Source: an optimization exercise on an open RTL-to-GDS flow (aim: small area, a short achievable clock period and few clock cycles per item). Production flows keep margins and buffers that such runs may drop.
The RTL was checked by simulation tests, not by an equivalence proof against the original design.

<file path="flow/run.sh">
#!/bin/bash
# synth_recipe.tcl (not shown) runs the flow's synth.tcl, then flattens the netlist and writes it again
# the make line also repeats each setting of config.mk as NAME=value (left out here)
make -C /OpenROAD-flow-scripts/flow DESIGN_CONFIG=/design/flow/config.mk WORK_HOME=/design/flow/orfs CLKGATE_MAP_FILE= SYNTH_SCRIPT=/design/flow/synth_recipe.tcl finish
</file>
<file path="flow/config.mk">
export PLATFORM = sky130hd
export DESIGN_NAME = oi1_codec
export DESIGN_NICKNAME = oi1_codec
export VERILOG_FILES = /design/flow/design.v
export SDC_FILE = /design/flow/constraint.sdc
export NUM_CORES = 4
export LEC_CHECK = 0
export CAP_MARGIN = 20
export CORE_MARGIN = 2
export CORE_UTILIZATION = 40
export SLEW_MARGIN = 20
export SYNTH_MEMORY_MAX_BITS = 16384
</file>
<file path="flow/constraint.sdc">
create_clock -name core_clock -period 13.0 [get_ports {clk}]
set_input_delay 2.6000 -clock core_clock [delete_from_list [all_inputs] [get_ports {clk}]]
set_output_delay 2.6000 -clock core_clock [all_outputs]
set_load 0.01 [all_outputs]
</file>
<file path="flow/design.v">
module oi1_crc_lut (
    input  wire [7:0]  idx,
    output reg  [31:0] value
);
  always @(*) begin
    case (idx)
      8'h00: value = 32'h00000000;
      8'h01: value = 32'h77073096;
      8'h02: value = 32'hEE0E612C;
      8'h03: value = 32'h990951BA;
      8'h04: value = 32'h076DC419;
      8'h05: value = 32'h706AF48F;
      8'h06: value = 32'hE963A535;
      8'h07: value = 32'h9E6495A3;
      8'h08: value = 32'h0EDB8832;
      8'h09: value = 32'h79DCB8A4;
      8'h0A: value = 32'hE0D5E91E;
      8'h0B: value = 32'h97D2D988;
      8'h0C: value = 32'h09B64C2B;
      8'h0D: value = 32'h7EB17CBD;
      8'h0E: value = 32'hE7B82D07;
      8'h0F: value = 32'h90BF1D91;
      8'h10: value = 32'h1DB71064;
      8'h11: value = 32'h6AB020F2;
      8'h12: value = 32'hF3B97148;
      8'h13: value = 32'h84BE41DE;
      8'h14: value = 32'h1ADAD47D;
      8'h15: value = 32'h6DDDE4EB;
      8'h16: value = 32'hF4D4B551;
      8'h17: value = 32'h83D385C7;
      8'h18: value = 32'h136C9856;
      8'h19: value = 32'h646BA8C0;
      8'h1A: value = 32'hFD62F97A;
      8'h1B: value = 32'h8A65C9EC;
      8'h1C: value = 32'h14015C4F;
      8'h1D: value = 32'h63066CD9;
      8'h1E: value = 32'hFA0F3D63;
      8'h1F: value = 32'h8D080DF5;
      8'h20: value = 32'h3B6E20C8;
      8'h21: value = 32'h4C69105E;
      8'h22: value = 32'hD56041E4;
      8'h23: value = 32'hA2677172;
      8'h24: value = 32'h3C03E4D1;
      8'h25: value = 32'h4B04D447;
      8'h26: value = 32'hD20D85FD;
      8'h27: value = 32'hA50AB56B;
      8'h28: value = 32'h35B5A8FA;
      8'h29: value = 32'h42B2986C;
      8'h2A: value = 32'hDBBBC9D6;
      8'h2B: value = 32'hACBCF940;
      8'h2C: value = 32'h32D86CE3;
      8'h2D: value = 32'h45DF5C75;
      8'h2E: value = 32'hDCD60DCF;
      8'h2F: value = 32'hABD13D59;
      8'h30: value = 32'h26D930AC;
      8'h31: value = 32'h51DE003A;
      8'h32: value = 32'hC8D75180;
      8'h33: value = 32'hBFD06116;
      8'h34: value = 32'h21B4F4B5;
      8'h35: value = 32'h56B3C423;
      8'h36: value = 32'hCFBA9599;
      8'h37: value = 32'hB8BDA50F;
      8'h38: value = 32'h2802B89E;
      8'h39: value = 32'h5F058808;
      8'h3A: value = 32'hC60CD9B2;
      8'h3B: value = 32'hB10BE924;
      8'h3C: value = 32'h2F6F7C87;
      8'h3D: value = 32'h58684C11;
      8'h3E: value = 32'hC1611DAB;
      8'h3F: value = 32'hB6662D3D;
      8'h40: value = 32'h76DC4190;
      8'h41: value = 32'h01DB7106;
      8'h42: value = 32'h98D220BC;
      8'h43: value = 32'hEFD5102A;
      8'h44: value = 32'h71B18589;
      8'h45: value = 32'h06B6B51F;
      8'h46: value = 32'h9FBFE4A5;
      8'h47: value = 32'hE8B8D433;
      8'h48: value = 32'h7807C9A2;
      8'h49: value = 32'h0F00F934;
      8'h4A: value = 32'h9609A88E;
      8'h4B: value = 32'hE10E9818;
      8'h4C: value = 32'h7F6A0DBB;
      8'h4D: value = 32'h086D3D2D;
      8'h4E: value = 32'h91646C97;
      8'h4F: value = 32'hE6635C01;
      8'h50: value = 32'h6B6B51F4;
      8'h51: value = 32'h1C6C6162;
      8'h52: value = 32'h856530D8;
      8'h53: value = 32'hF262004E;
      8'h54: value = 32'h6C0695ED;
      8'h55: value = 32'h1B01A57B;
      8'h56: value = 32'h8208F4C1;
      8'h57: value = 32'hF50FC457;
      8'h58: value = 32'h65B0D9C6;
      8'h59: value = 32'h12B7E950;
      8'h5A: value = 32'h8BBEB8EA;
      8'h5B: value = 32'hFCB9887C;
      8'h5C: value = 32'h62DD1DDF;
      8'h5D: value = 32'h15DA2D49;
      8'h5E: value = 32'h8CD37CF3;
      8'h5F: value = 32'hFBD44C65;
      8'h60: value = 32'h4DB26158;
      8'h61: value = 32'h3AB551CE;
      8'h62: value = 32'hA3BC0074;
      8'h63: value = 32'hD4BB30E2;
      8'h64: value = 32'h4ADFA541;
      8'h65: value = 32'h3DD895D7;
      8'h66: value = 32'hA4D1C46D;
      8'h67: value = 32'hD3D6F4FB;
      8'h68: value = 32'h4369E96A;
      8'h69: value = 32'h346ED9FC;
      8'h6A: value = 32'hAD678846;
      8'h6B: value = 32'hDA60B8D0;
      8'h6C: value = 32'h44042D73;
      8'h6D: value = 32'h33031DE5;
      8'h6E: value = 32'hAA0A4C5F;
      8'h6F: value = 32'hDD0D7CC9;
      8'h70: value = 32'h5005713C;
      8'h71: value = 32'h270241AA;
      8'h72: value = 32'hBE0B1010;
      8'h73: value = 32'hC90C2086;
      8'h74: value = 32'h5768B525;
      8'h75: value = 32'h206F85B3;
      8'h76: value = 32'hB966D409;
      8'h77: value = 32'hCE61E49F;
      8'h78: value = 32'h5EDEF90E;
      8'h79: value = 32'h29D9C998;
      8'h7A: value = 32'hB0D09822;
      8'h7B: value = 32'hC7D7A8B4;
      8'h7C: value = 32'h59B33D17;
      8'h7D: value = 32'h2EB40D81;
      8'h7E: value = 32'hB7BD5C3B;
      8'h7F: value = 32'hC0BA6CAD;
      8'h80: value = 32'hEDB88320;
      8'h81: value = 32'h9ABFB3B6;
      8'h82: value = 32'h03B6E20C;
      8'h83: value = 32'h74B1D29A;
      8'h84: value = 32'hEAD54739;
      8'h85: value = 32'h9DD277AF;
      8'h86: value = 32'h04DB2615;
      8'h87: value = 32'h73DC1683;
      8'h88: value = 32'hE3630B12;
      8'h89: value = 32'h94643B84;
      8'h8A: value = 32'h0D6D6A3E;
      8'h8B: value = 32'h7A6A5AA8;
      8'h8C: value = 32'hE40ECF0B;
      8'h8D: value = 32'h9309FF9D;
      8'h8E: value = 32'h0A00AE27;
      8'h8F: value = 32'h7D079EB1;
      8'h90: value = 32'hF00F9344;
      8'h91: value = 32'h8708A3D2;
      8'h92: value = 32'h1E01F268;
      8'h93: value = 32'h6906C2FE;
      8'h94: value = 32'hF762575D;
      8'h95: value = 32'h806567CB;
      8'h96: value = 32'h196C3671;
      8'h97: value = 32'h6E6B06E7;
      8'h98: value = 32'hFED41B76;
      8'h99: value = 32'h89D32BE0;
      8'h9A: value = 32'h10DA7A5A;
      8'h9B: value = 32'h67DD4ACC;
      8'h9C: value = 32'hF9B9DF6F;
      8'h9D: value = 32'h8EBEEFF9;
      8'h9E: value = 32'h17B7BE43;
      8'h9F: value = 32'h60B08ED5;
      8'hA0: value = 32'hD6D6A3E8;
      8'hA1: value = 32'hA1D1937E;
      8'hA2: value = 32'h38D8C2C4;
      8'hA3: value = 32'h4FDFF252;
      8'hA4: value = 32'hD1BB67F1;
      8'hA5: value = 32'hA6BC5767;
      8'hA6: value = 32'h3FB506DD;
      8'hA7: value = 32'h48B2364B;
      8'hA8: value = 32'hD80D2BDA;
      8'hA9: value = 32'hAF0A1B4C;
      8'hAA: value = 32'h36034AF6;
      8'hAB: value = 32'h41047A60;
      8'hAC: value = 32'hDF60EFC3;
      8'hAD: value = 32'hA867DF55;
      8'hAE: value = 32'h316E8EEF;
      8'hAF: value = 32'h4669BE79;
      8'hB0: value = 32'hCB61B38C;
      8'hB1: value = 32'hBC66831A;
      8'hB2: value = 32'h256FD2A0;
      8'hB3: value = 32'h5268E236;
      8'hB4: value = 32'hCC0C7795;
      8'hB5: value = 32'hBB0B4703;
      8'hB6: value = 32'h220216B9;
      8'hB7: value = 32'h5505262F;
      8'hB8: value = 32'hC5BA3BBE;
      8'hB9: value = 32'hB2BD0B28;
      8'hBA: value = 32'h2BB45A92;
      8'hBB: value = 32'h5CB36A04;
      8'hBC: value = 32'hC2D7FFA7;
      8'hBD: value = 32'hB5D0CF31;
      8'hBE: value = 32'h2CD99E8B;
      8'hBF: value = 32'h5BDEAE1D;
      8'hC0: value = 32'h9B64C2B0;
      8'hC1: value = 32'hEC63F226;
      8'hC2: value = 32'h756AA39C;
      8'hC3: value = 32'h026D930A;
      8'hC4: value = 32'h9C0906A9;
      8'hC5: value = 32'hEB0E363F;
      8'hC6: value = 32'h72076785;
      8'hC7: value = 32'h05005713;
      8'hC8: value = 32'h95BF4A82;
      8'hC9: value = 32'hE2B87A14;
      8'hCA: value = 32'h7BB12BAE;
      8'hCB: value = 32'h0CB61B38;
      8'hCC: value = 32'h92D28E9B;
      8'hCD: value = 32'hE5D5BE0D;
      8'hCE: value = 32'h7CDCEFB7;
      8'hCF: value = 32'h0BDBDF21;
      8'hD0: value = 32'h86D3D2D4;
      8'hD1: value = 32'hF1D4E242;
      8'hD2: value = 32'h68DDB3F8;
      8'hD3: value = 32'h1FDA836E;
      8'hD4: value = 32'h81BE16CD;
      8'hD5: value = 32'hF6B9265B;
      8'hD6: value = 32'h6FB077E1;
      8'hD7: value = 32'h18B74777;
      8'hD8: value = 32'h88085AE6;
      8'hD9: value = 32'hFF0F6A70;
      8'hDA: value = 32'h66063BCA;
      8'hDB: value = 32'h11010B5C;
      8'hDC: value = 32'h8F659EFF;
      8'hDD: value = 32'hF862AE69;
      8'hDE: value = 32'h616BFFD3;
      8'hDF: value = 32'h166CCF45;
      8'hE0: value = 32'hA00AE278;
      8'hE1: value = 32'hD70DD2EE;
      8'hE2: value = 32'h4E048354;
      8'hE3: value = 32'h3903B3C2;
      8'hE4: value = 32'hA7672661;
      8'hE5: value = 32'hD06016F7;
      8'hE6: value = 32'h4969474D;
      8'hE7: value = 32'h3E6E77DB;
      8'hE8: value = 32'hAED16A4A;
      8'hE9: value = 32'hD9D65ADC;
      8'hEA: value = 32'h40DF0B66;
      8'hEB: value = 32'h37D83BF0;
      8'hEC: value = 32'hA9BCAE53;
      8'hED: value = 32'hDEBB9EC5;
      8'hEE: value = 32'h47B2CF7F;
      8'hEF: value = 32'h30B5FFE9;
      8'hF0: value = 32'hBDBDF21C;
      8'hF1: value = 32'hCABAC28A;
      8'hF2: value = 32'h53B39330;
      8'hF3: value = 32'h24B4A3A6;
      8'hF4: value = 32'hBAD03605;
      8'hF5: value = 32'hCDD70693;
      8'hF6: value = 32'h54DE5729;
      8'hF7: value = 32'h23D967BF;
      8'hF8: value = 32'hB3667A2E;
      8'hF9: value = 32'hC4614AB8;
      8'hFA: value = 32'h5D681B02;
      8'hFB: value = 32'h2A6F2B94;
      8'hFC: value = 32'hB40BBE37;
      8'hFD: value = 32'hC30C8EA1;
      8'hFE: value = 32'h5A05DF1B;
      8'hFF: value = 32'h2D02EF8D;
      default: value = 32'h00000000;
    endcase
  end
endmodule
module oi1_codec (
    input  wire        clk,
    input  wire        rst,
    input  wire        cmd_valid,
    output wire        cmd_ready,
    input  wire [7:0]  cmd_op,
    input  wire [15:0] cmd_len,
    input  wire        in_valid,
    output wire        in_ready,
    input  wire [7:0]  in_data,
    output wire        out_valid,
    input  wire        out_ready,
    output wire [7:0]  out_data,
    output wire        rsp_valid,
    output wire [3:0]  rsp_status,
    output wire [1:0]  rsp_version,
    output wire        rsp_verified,
    output wire [31:0] rsp_crc,
    output wire [31:0] rsp_expected,
    output wire [7:0]  rsp_err_char,
    output wire [15:0] rsp_err_pos,
    output wire        rsp_is_valid,
    output wire [1:0]  rsp_reason,
    output wire [6:0]  rsp_quality,
    output wire [2:0]  rsp_issues
);
  localparam [7:0] OP_CRC    = 8'h02;
  localparam [7:0] OP_ENCODE = 8'h07;
  localparam [7:0] OP_DECODE = 8'h08;
  localparam [7:0] OP_VALID  = 8'h0A;
  localparam [7:0] OP_QUAL   = 8'h0B;
  localparam [3:0] ST_OK         = 4'd0;
  localparam [3:0] ST_FORMAT     = 4'd2;
  localparam [3:0] ST_VALIDATION = 4'd3;
  localparam [3:0] ST_DECODING   = 4'd4;
  localparam [3:0] ST_INTEGRITY  = 4'd5;
  localparam [3:0] ST_BADCMD     = 4'd7;
  localparam [1:0] VER_UNKNOWN = 2'd0;
  localparam [1:0] VER_V1      = 2'd1;
  localparam [1:0] VER_V2      = 2'd2;
  localparam [1:0] VER_EMPTY   = 2'd3;
  localparam [7:0] SYM_O  = 8'h4F;   
  localparam [7:0] SYM_0  = 8'h30;   
  localparam [7:0] SYM_I  = 8'h49;   
  localparam [7:0] SYM_L  = 8'h6C;   
  localparam [2:0] S_IDLE   = 3'd0;
  localparam [2:0] S_CRC    = 3'd1;   
  localparam [2:0] S_ENC    = 3'd2;   
  localparam [2:0] S_TAIL   = 3'd3;   
  localparam [2:0] S_DEC    = 3'd4;   
  localparam [2:0] S_RESP   = 3'd5;
  localparam [2:0] S_CHK    = 3'd6;   
  localparam [2:0] S_QSUM   = 3'd7;   
  localparam [2:0] RNG_80_BF = 3'd0;
  localparam [2:0] RNG_A0_BF = 3'd1;
  localparam [2:0] RNG_80_9F = 3'd2;
  localparam [2:0] RNG_90_BF = 3'd3;
  localparam [2:0] RNG_80_8F = 3'd4;
  reg  [2:0]  state;
  reg  [15:0] in_left;      
  reg  [15:0] main_left;    
  reg  [15:0] pos;          
  reg  [1:0]  version;
  reg  [3:0]  status;
  reg  [31:0] crc;
  reg  [31:0] expected;
  reg         have_byte;
  reg  [7:0]  byte_reg;
  reg  [1:0]  sym_idx;
  reg  [3:0]  tail_idx;
  reg  [5:0]  grp_acc;      
  reg  [1:0]  grp_cnt;
  reg         byte_pend;
  reg  [7:0]  byte_out;
  reg         bad;
  reg  [7:0]  err_char;
  reg  [15:0] err_pos;
  reg  [1:0]  u_need;
  reg         is_qual;      
  reg  [15:0] len_reg;      
  reg  [15:0] cnt0, cnt1, cnt2, cnt3;   
  reg  [15:0] sym_total;    
  reg  [7:0]  h1, h2, h3;   
  reg         run4;         
  reg  [15:0] cov;          
  reg  [15:0] cov_until;    
  reg  [2:0]  qstep;
  reg  [37:0] sq_acc;       
  reg  [31:0] n_sq;         
  reg  [2:0]  u_rng;
  reg         u_err;
  wire       is_sym  = (in_data == SYM_O) || (in_data == SYM_0) ||
                       (in_data == SYM_I) || (in_data == SYM_L);
  wire [1:0] dec_grp = (in_data == SYM_0) ? 2'd1 :
                       (in_data == SYM_I) ? 2'd2 :
                       (in_data == SYM_L) ? 2'd3 : 2'd0;
  wire [7:0]  crc_byte = (state == S_DEC) ? {grp_acc, dec_grp} : in_data;
  wire [31:0] lut_value;
  oi1_crc_lut u_lut (
      .idx   (crc[7:0] ^ crc_byte),
      .value (lut_value)
  );
  wire [31:0] crc_next  = lut_value ^ (crc >> 8);
  wire [31:0] crc_final = crc ^ 32'hFFFFFFFF;
  function [7:0] sym_of;
    input [1:0] g;
    begin
      case (g)
        2'd0: sym_of = SYM_O;
        2'd1: sym_of = SYM_0;
        2'd2: sym_of = SYM_I;
        default: sym_of = SYM_L;
      endcase
    end
  endfunction
  reg  [1:0] u_need_n;
  reg  [2:0] u_rng_n;
  reg        u_bad_n;
  wire [7:0] ub = {grp_acc, dec_grp};
  always @(*) begin
    u_need_n = 2'd0;
    u_rng_n  = RNG_80_BF;
    u_bad_n  = 1'b0;
    if (u_need == 2'd0) begin
      if (ub <= 8'h7F) begin
        u_need_n = 2'd0;
      end else if (ub >= 8'hC2 && ub <= 8'hDF) begin
        u_need_n = 2'd1;
      end else if (ub == 8'hE0) begin
        u_need_n = 2'd2;
        u_rng_n  = RNG_A0_BF;
      end else if (ub == 8'hED) begin
        u_need_n = 2'd2;
        u_rng_n  = RNG_80_9F;
      end else if (ub >= 8'hE1 && ub <= 8'hEF) begin
        u_need_n = 2'd2;
      end else if (ub == 8'hF0) begin
        u_need_n = 2'd3;
        u_rng_n  = RNG_90_BF;
      end else if (ub == 8'hF4) begin
        u_need_n = 2'd3;
        u_rng_n  = RNG_80_8F;
      end else if (ub >= 8'hF1 && ub <= 8'hF3) begin
        u_need_n = 2'd3;
      end else begin
        u_bad_n  = 1'b1;
      end
    end else begin
      u_need_n = u_need - 2'd1;
      case (u_rng)
        RNG_A0_BF: u_bad_n = !(ub >= 8'hA0 && ub <= 8'hBF);
        RNG_80_9F: u_bad_n = !(ub >= 8'h80 && ub <= 8'h9F);
        RNG_90_BF: u_bad_n = !(ub >= 8'h90 && ub <= 8'hBF);
        RNG_80_8F: u_bad_n = !(ub >= 8'h80 && ub <= 8'h8F);
        default:   u_bad_n = !(ub >= 8'h80 && ub <= 8'hBF);
      endcase
    end
  end
  wire        win_ok   = (pos >= 16'd4);
  wire        run_hit  = win_ok && (in_data == h1) && (h1 == h2) && (h2 == h3);
  wire        alt_hit  = win_ok && (h3 == h1) && (h2 == in_data) && (h3 != h2);
  wire [15:0] win_lo   = pos - 16'd4;                 
  wire [15:0] new_lo   = (cov_until > win_lo) ? cov_until : win_lo;
  wire [15:0] cnt_sel  = (qstep[1:0] == 2'd0) ? cnt0 :
                         (qstep[1:0] == 2'd1) ? cnt1 :
                         (qstep[1:0] == 2'd2) ? cnt2 : cnt3;
  wire [17:0] cnt4     = {cnt_sel, 2'b00};
  wire [17:0] diff_abs = (cnt4 >= {2'b00, sym_total}) ? (cnt4 - {2'b00, sym_total})
                                                      : ({2'b00, sym_total} - cnt4);
  wire [17:0] mul_in   = (qstep == 3'd4) ? {2'b00, len_reg} : diff_abs;
  wire [35:0] mul_out  = mul_in * mul_in;
  wire [43:0] var_lhs  = {6'd0, sq_acc} * 44'd25;
  wire [43:0] var_rhs  = {12'd0, n_sq} * 44'd48;
  wire        q_dist   = var_lhs > var_rhs;
  wire        q_short  = len_reg < 16'd8;
  wire        q_pat    = run4 || (({16'd0, cov} * 32'd100) > ({16'd0, len_reg} * 32'd30));
  wire [6:0]  q_score  = 7'd100 - (q_dist ? 7'd20 : 7'd0) - (q_short ? 7'd10 : 7'd0)
                                - (q_pat ? 7'd15 : 7'd0);
  assign cmd_ready = (state == S_IDLE);
  wire   cmd_fire  = cmd_valid && cmd_ready;
  assign in_ready  = ((state == S_CRC) && (in_left != 16'd0)) ||
                     ((state == S_ENC) && (in_left != 16'd0) && !have_byte) ||
                     ((state == S_DEC) && (in_left != 16'd0) && !byte_pend) ||
                     ((state == S_CHK) && (in_left != 16'd0));
  wire   in_fire   = in_valid && in_ready;
  wire [1:0] enc_grp = (sym_idx == 2'd0) ? byte_reg[7:6] :
                       (sym_idx == 2'd1) ? byte_reg[5:4] :
                       (sym_idx == 2'd2) ? byte_reg[3:2] : byte_reg[1:0];
  wire [1:0] tail_grp = crc_final[31 - 2*tail_idx -: 2];
  assign out_valid = ((state == S_ENC) && have_byte) ||
                     (state == S_TAIL) ||
                     ((state == S_DEC) && byte_pend);
  assign out_data  = (state == S_DEC)  ? byte_out :
                     (state == S_TAIL) ? sym_of(tail_grp) : sym_of(enc_grp);
  wire   out_fire  = out_valid && out_ready;
  assign rsp_valid    = (state == S_RESP);
  assign rsp_status   = status;
  assign rsp_version  = version;
  assign rsp_verified = (version == VER_V2);
  assign rsp_crc      = crc_final;
  assign rsp_expected = expected;
  assign rsp_err_char = err_char;
  assign rsp_err_pos  = err_pos;
  assign rsp_is_valid = (len_reg != 16'd0) && !bad;
  assign rsp_reason   = (len_reg == 16'd0) ? 2'd1 : bad ? 2'd2 : 2'd0;
  assign rsp_quality  = q_score;
  assign rsp_issues   = {q_pat, q_short, q_dist};
  wire [3:0] dec_status = bad                      ? ST_VALIDATION :
                          (u_err || u_need != 2'd0) ? ST_DECODING   :
                          ((version == VER_V2) && (crc_final != expected)) ? ST_INTEGRITY :
                          ST_OK;
  always @(posedge clk) begin
    if (rst) begin
      state     <= S_IDLE;
      have_byte <= 1'b0;
      byte_pend <= 1'b0;
    end else begin
      case (state)
        S_IDLE: begin
          if (cmd_fire) begin
            in_left   <= cmd_len;
            crc       <= 32'hFFFFFFFF;
            expected  <= 32'h00000000;
            status    <= ST_OK;
            version   <= VER_UNKNOWN;
            have_byte <= 1'b0;
            sym_idx   <= 2'd0;
            tail_idx  <= 4'd0;
            byte_pend <= 1'b0;
            grp_cnt   <= 2'd0;
            grp_acc   <= 6'd0;
            bad       <= 1'b0;
            err_char  <= 8'h00;
            err_pos   <= 16'd0;
            pos       <= 16'd1;
            u_need    <= 2'd0;
            u_rng     <= RNG_80_BF;
            u_err     <= 1'b0;
            len_reg   <= cmd_len;
            is_qual   <= (cmd_op == OP_QUAL);
            cnt0      <= 16'd0;
            cnt1      <= 16'd0;
            cnt2      <= 16'd0;
            cnt3      <= 16'd0;
            sym_total <= 16'd0;
            run4      <= 1'b0;
            cov       <= 16'd0;
            cov_until <= 16'd0;
            qstep     <= 3'd0;
            sq_acc    <= 38'd0;
            n_sq      <= 32'd0;
            case (cmd_op)
              OP_CRC:    state <= S_CRC;
              OP_ENCODE: state <= (cmd_len == 16'd0) ? S_RESP : S_ENC;
              OP_DECODE: begin
                state <= S_DEC;
                if (cmd_len == 16'd0) begin
                  version   <= VER_EMPTY;
                  main_left <= 16'd0;
                end else if (cmd_len > 16'd16 && cmd_len[1:0] == 2'b00) begin
                  version   <= VER_V2;
                  main_left <= cmd_len - 16'd16;
                end else if (cmd_len[1:0] == 2'b00) begin
                  version   <= VER_V1;
                  main_left <= cmd_len;
                end else begin
                  version   <= VER_UNKNOWN;
                  main_left <= 16'd0;
                  status    <= ST_FORMAT;
                end
              end
              OP_VALID, OP_QUAL: state <= S_CHK;
              default: begin
                status <= ST_BADCMD;
                state  <= S_RESP;
              end
            endcase
          end
        end
        S_CRC: begin
          if (in_fire) begin
            crc     <= crc_next;
            in_left <= in_left - 16'd1;
          end
          if (in_left == 16'd0)
            state <= S_RESP;
        end
        S_ENC: begin
          if (in_fire) begin
            crc       <= crc_next;
            in_left   <= in_left - 16'd1;
            byte_reg  <= in_data;
            have_byte <= 1'b1;
            sym_idx   <= 2'd0;
          end else if (out_fire) begin
            sym_idx <= sym_idx + 2'd1;
            if (sym_idx == 2'd3) begin
              have_byte <= 1'b0;
              if (in_left == 16'd0)
                state <= S_TAIL;
            end
          end
        end
        S_TAIL: begin
          if (out_fire) begin
            tail_idx <= tail_idx + 4'd1;
            if (tail_idx == 4'd15)
              state <= S_RESP;
          end
        end
        S_DEC: begin
          if (out_fire)
            byte_pend <= 1'b0;
          if (in_fire) begin
            in_left <= in_left - 16'd1;
            pos     <= pos + 16'd1;
            if (main_left != 16'd0)
              main_left <= main_left - 16'd1;
            if (status == ST_FORMAT) begin
            end else if (bad) begin
            end else if (!is_sym) begin
              bad      <= 1'b1;
              err_char <= in_data;
              err_pos  <= pos;
            end else if (main_left != 16'd0) begin
              grp_acc <= {grp_acc[3:0], dec_grp};
              grp_cnt <= grp_cnt + 2'd1;
              if (grp_cnt == 2'd3) begin
                byte_out  <= {grp_acc, dec_grp};
                byte_pend <= 1'b1;
                crc       <= crc_next;
                u_need    <= u_need_n;
                u_rng     <= u_rng_n;
                if (u_bad_n)
                  u_err <= 1'b1;
              end
            end else begin
              expected <= {expected[29:0], dec_grp};
            end
          end
          if (in_left == 16'd0 && !byte_pend) begin
            state <= S_RESP;
            if (status != ST_FORMAT && version != VER_EMPTY)
              status <= dec_status;
          end
        end
        S_CHK: begin
          if (in_fire) begin
            in_left <= in_left - 16'd1;
            pos     <= pos + 16'd1;
            h1      <= in_data;
            h2      <= h1;
            h3      <= h2;
            if (!bad && !is_sym) begin
              bad      <= 1'b1;
              err_char <= in_data;
              err_pos  <= pos;
            end
            if (is_sym) begin
              case (dec_grp)
                2'd0: cnt0 <= cnt0 + 16'd1;
                2'd1: cnt1 <= cnt1 + 16'd1;
                2'd2: cnt2 <= cnt2 + 16'd1;
                default: cnt3 <= cnt3 + 16'd1;
              endcase
              sym_total <= sym_total + 16'd1;
            end
            if (run_hit)
              run4 <= 1'b1;
            if (alt_hit) begin
              cov       <= cov + (pos - new_lo);
              cov_until <= pos;
            end
          end
          if (in_left == 16'd0)
            state <= is_qual ? S_QSUM : S_RESP;
        end
        S_QSUM: begin
          qstep <= qstep + 3'd1;
          if (qstep == 3'd4) begin
            n_sq  <= mul_out[31:0];
            state <= S_RESP;
          end else begin
            sq_acc <= sq_acc + {2'b00, mul_out};
          end
        end
        S_RESP: begin
          state <= S_IDLE;
        end
        default: state <= S_IDLE;
      endcase
    end
  end
endmodule
</file>
==> results.sh <==
export IMPL_syn_area_per_cell_sq_um=9.297
export IMPL_synth_net_count=5769
export IMPL_regMostFlops="sq_acc"
export IMPL_finalHoldViolCount=0
export IMPL_die_h_um=340.9
export IMPL_post_route_util=0.4469
export IMPL_viasPerCell=5.325
export IMPL_slew_violations=0
export IMPL_rsz0062_at_grt="false"
export IMPL_grt_pass1_vias=34880
export IMPL_wl_per_cell_um=18.28
export IMPL_cts_tree="done"
export IMPL_holdPathStages=2
export IMPL_worstSetupEndpointType="register"
export IMPL_reg_top3="sq_acc x38, crc x32, expected x32"
export IMPL_grt_max_degree=78
export IMPL_clockRootBuffer="clkbuf_16"
export IMPL_synth_seq_area_share=0.2694
export IMPL_cts_buffers=48
export IMPL_first_iter_violations=2186
export IMPL_io_pins=157
export IMPL_nets=5862
export IMPL_drive_gt1_frac=0.05124
export IMPL_hp_start="have_byte"
export IMPL_insertion_delay_ns=0.66
export IMPL_dr_pass1_iters=5
export IMPL_routed_wl_um=119200
export IMPL_finalCriticalPeriod_ns=12.15
export IMPL_yosys_area_top_type="edfxtp_1"
export IMPL_ys_types=117
export IMPL_htree_levels=2
export IMPL_clockBufferDepth=3
export IMPL_overflow=0
export IMPL_coreArea_sq_mm=0.1125
export IMPL_fin_cells=6520
export IMPL_slew_headroom=0.3397
export IMPL_async_flop_share=0
export IMPL_synthTopCellsByArea="edfxtp_1 27%, ha_1 15%, fa_1 14%"
export IMPL_arrival_ns=12.55
export IMPL_yosys_area_top_type_share=0.2672
export IMPL_ant_nets=0
export IMPL_syn_area_sq_mm=0.04540
export IMPL_cp_start_kind="register"
export IMPL_post_cts_buffers=0
export IMPL_fin_skew_ns=0.05251
export IMPL_holdPathEnd="have_byte"
export IMPL_gp_congestion=0.8882
export IMPL_whs_ns=0.5034
export IMPL_rows=123
export IMPL_slowest_delay_ns=0.77
export IMPL_hold_path_class="reg2reg"
export IMPL_netlist_instances=4883
export IMPL_routed_via_count=34720
export IMPL_synth_seq_cells=409
export IMPL_tightestPinTransition_ns=0.9630
export IMPL_worstSetupPathType="reg2reg"
export IMPL_hold_buffers=0
export IMPL_critical_path_required_ns=13.40
export IMPL_ctsResizeCount=0
export IMPL_dieArea_sq_mm=0.1162
export IMPL_cap_violations=0
export IMPL_path_common_cell="fa_1"
export IMPL_r2r_cells=46
export IMPL_cts_num_sinks=409
export IMPL_fin_setup_tns_ns=0
export IMPL_startpoint="qstep[0]"
export IMPL_dp_hpwl_um=94510
export IMPL_dp_cells=6424
export IMPL_drc_errors=0
export IMPL_status="finished clean"
export IMPL_synth_most_common_cell="inv_1"
export IMPL_synth_commonest_cells="707 x inv_1, 538 x ha_1, 429 x nor2_1, 404 x edfxtp_1, 357 x nand2_1"
export IMPL_ys_flop_type="edfxtp_1"
export IMPL_initial_utilization=0.4035
export IMPL_antenna_found_initial=12
export IMPL_ys_warn_count=2
export IMPL_synth_edf_count=404
export IMPL_largest_reg_flops=38
export IMPL_min_period_over_period=0.9348
export IMPL_die_w_um=340.9
export IMPL_critPathMaxFanout=19
export IMPL_fmax_ghz=0.08229
export IMPL_r2r_end="sq_acc[36]"
export IMPL_area_growth_pct=10.75
export IMPL_grt_pass1_wl_um=189700
export IMPL_slowest_stage="mux2i_1"
export IMPL_finalSetupViolCount=0
export IMPL_reg2reg_setup_slack_ns=0.85
export IMPL_cts_reportedPaths_clkPinSlew_ns=0.06
export IMPL_portBuffers=155
export IMPL_grt_use_total=0.2031
export IMPL_rr_startpoint="qstep[0]"
[metal layers]
layer / GRT usage / vias up / part of all wire
li1: - / 16870 / -
met1: 0.2694 / 16770 / 0.44
met2: 0.3363 / 860 / 0.47
met3: 0.03287 / 205 / 0.056
met4: 0.07039 / 14 / 0.036
met5: 0 / - / 0.00067
[layout make-up]
class                   count  area (sq um)
multi-input cells        3596         29900
clock inverters            40         389.1
flip-flops and latches    409         12230
repair buffers            204          1959
clock buffers              50          1209
diodes                      4         10.01
well taps                1500          1877
fillers                 10850         62220
inverters                 717          2699
[how the worst max path moves through the flow]
stage	endpoint	slack, ns	cells past startpoint
floorplan	sq_acc[36]	1.69	53
global placement	sq_acc[37]	0.69	47
detailed placement	sq_acc[35]	0.44	47
CTS	sq_acc[35]	0.39	47
global route	sq_acc[36]	0.002	46
finish	sq_acc[36]	0.85	46
[metrics by stage]
| step | setup WS, ns | instance area [sq um] |
|---|---|---|
| after floorplan | 1.687 | 45400 |
| after global placement | 0.6879 | 48570 |
| after detailed placement | 0.4364 | 48570 |
| after CTS | 0.3924 | 50160 |
| after global routing | 0.001878 | 50270 |
| final | 0.8472 | 50280 |
[cells in the final DEF (no fill, tap or decap), drive strengths merged, types with 13 or more instances in the layout]
cell type / n
a21boi: 15
buf: 49
nand3b: 13
nor3: 93
mux2i: 25
a31oi: 20
nor4: 33
mux2: 18
nor2b: 34
clkbuf: 50
nand2: 359
inv: 716
nand2b: 35
a211oi: 51
o22ai: 18
a21o: 92
o21ai: 199
edfxtp: 404
or2: 14
a21oi: 224
and2: 75
o21bai: 16
o31a: 21
ha: 538
nand3: 99
o21a: 39
or3: 57
a221oi: 13
a211o: 14
xor2: 146
fa: 311
nor3b: 21
and3: 91
nor2: 430
nand4: 53
clkinv: 29
xnor2: 257
clkdlybuf4s50: 155
o211ai: 22
[logic make-up (layout without fill, tap and decap cells)]
kind of cell    Yosys count  after routing  synth area share
simple gates           1447           1447            0.1548
xor+xnor                404            404           0.07965
buf+inv                 878           1011           0.07513
compound gates          841            841            0.1207
flops                   409            409            0.2694
mux                      51             51           0.01430
other cells               2              6         0.0001654
fa+ha+maj               851            851            0.2859
[worst max-delay path, delay by kind of cell, from the launching register on]
family | cells | cell delay (ns)
XOR/XNOR | 1 | 0.16
buffers and inverters | 8 | 1.00
adder cells (fa/ha/maj) | 10 | 4.74
AO/OA/AOI/OAI | 17 | 3.28
multiplexers | 2 | 0.89
AND/OR/NAND/NOR | 8 | 1.39
flip-flops | 1 | 0.43
Testbench counts, summed over its fixed seeds: cycles 23,510, items 13,868.

[separate check: timing with driven ports]
In the flow no input, the clock included, has a driving cell. The finished layout below was timed again as built, in two steps.
Step 1 (the two cells are an assumption about what drives the block):
set clk [get_ports {clk}]
set_driving_cell -lib_cell sky130_fd_sc_hd__clkbuf_16 $clk
set_driving_cell -lib_cell sky130_fd_sc_hd__buf_2 [delete_from_list [all_inputs] $clk]
Step 2, shift: input delay + t, output delay - t, t = (earliest + latest rising clock arrival at the registers) / 2. This alone moves slack from input paths to output paths.
a / b / c = no drivers / after step 1 / after step 2; a / b = the first two.
t, ns: 0.699
setup slack, ns: 0.847 / 0.847 / 0.847
worst setup path at the end: register to register
After both steps this run still meets setup and hold. For this run, drivers alone change the setup slack by 0.000 ns; drivers and shift together by 0.000 ns.
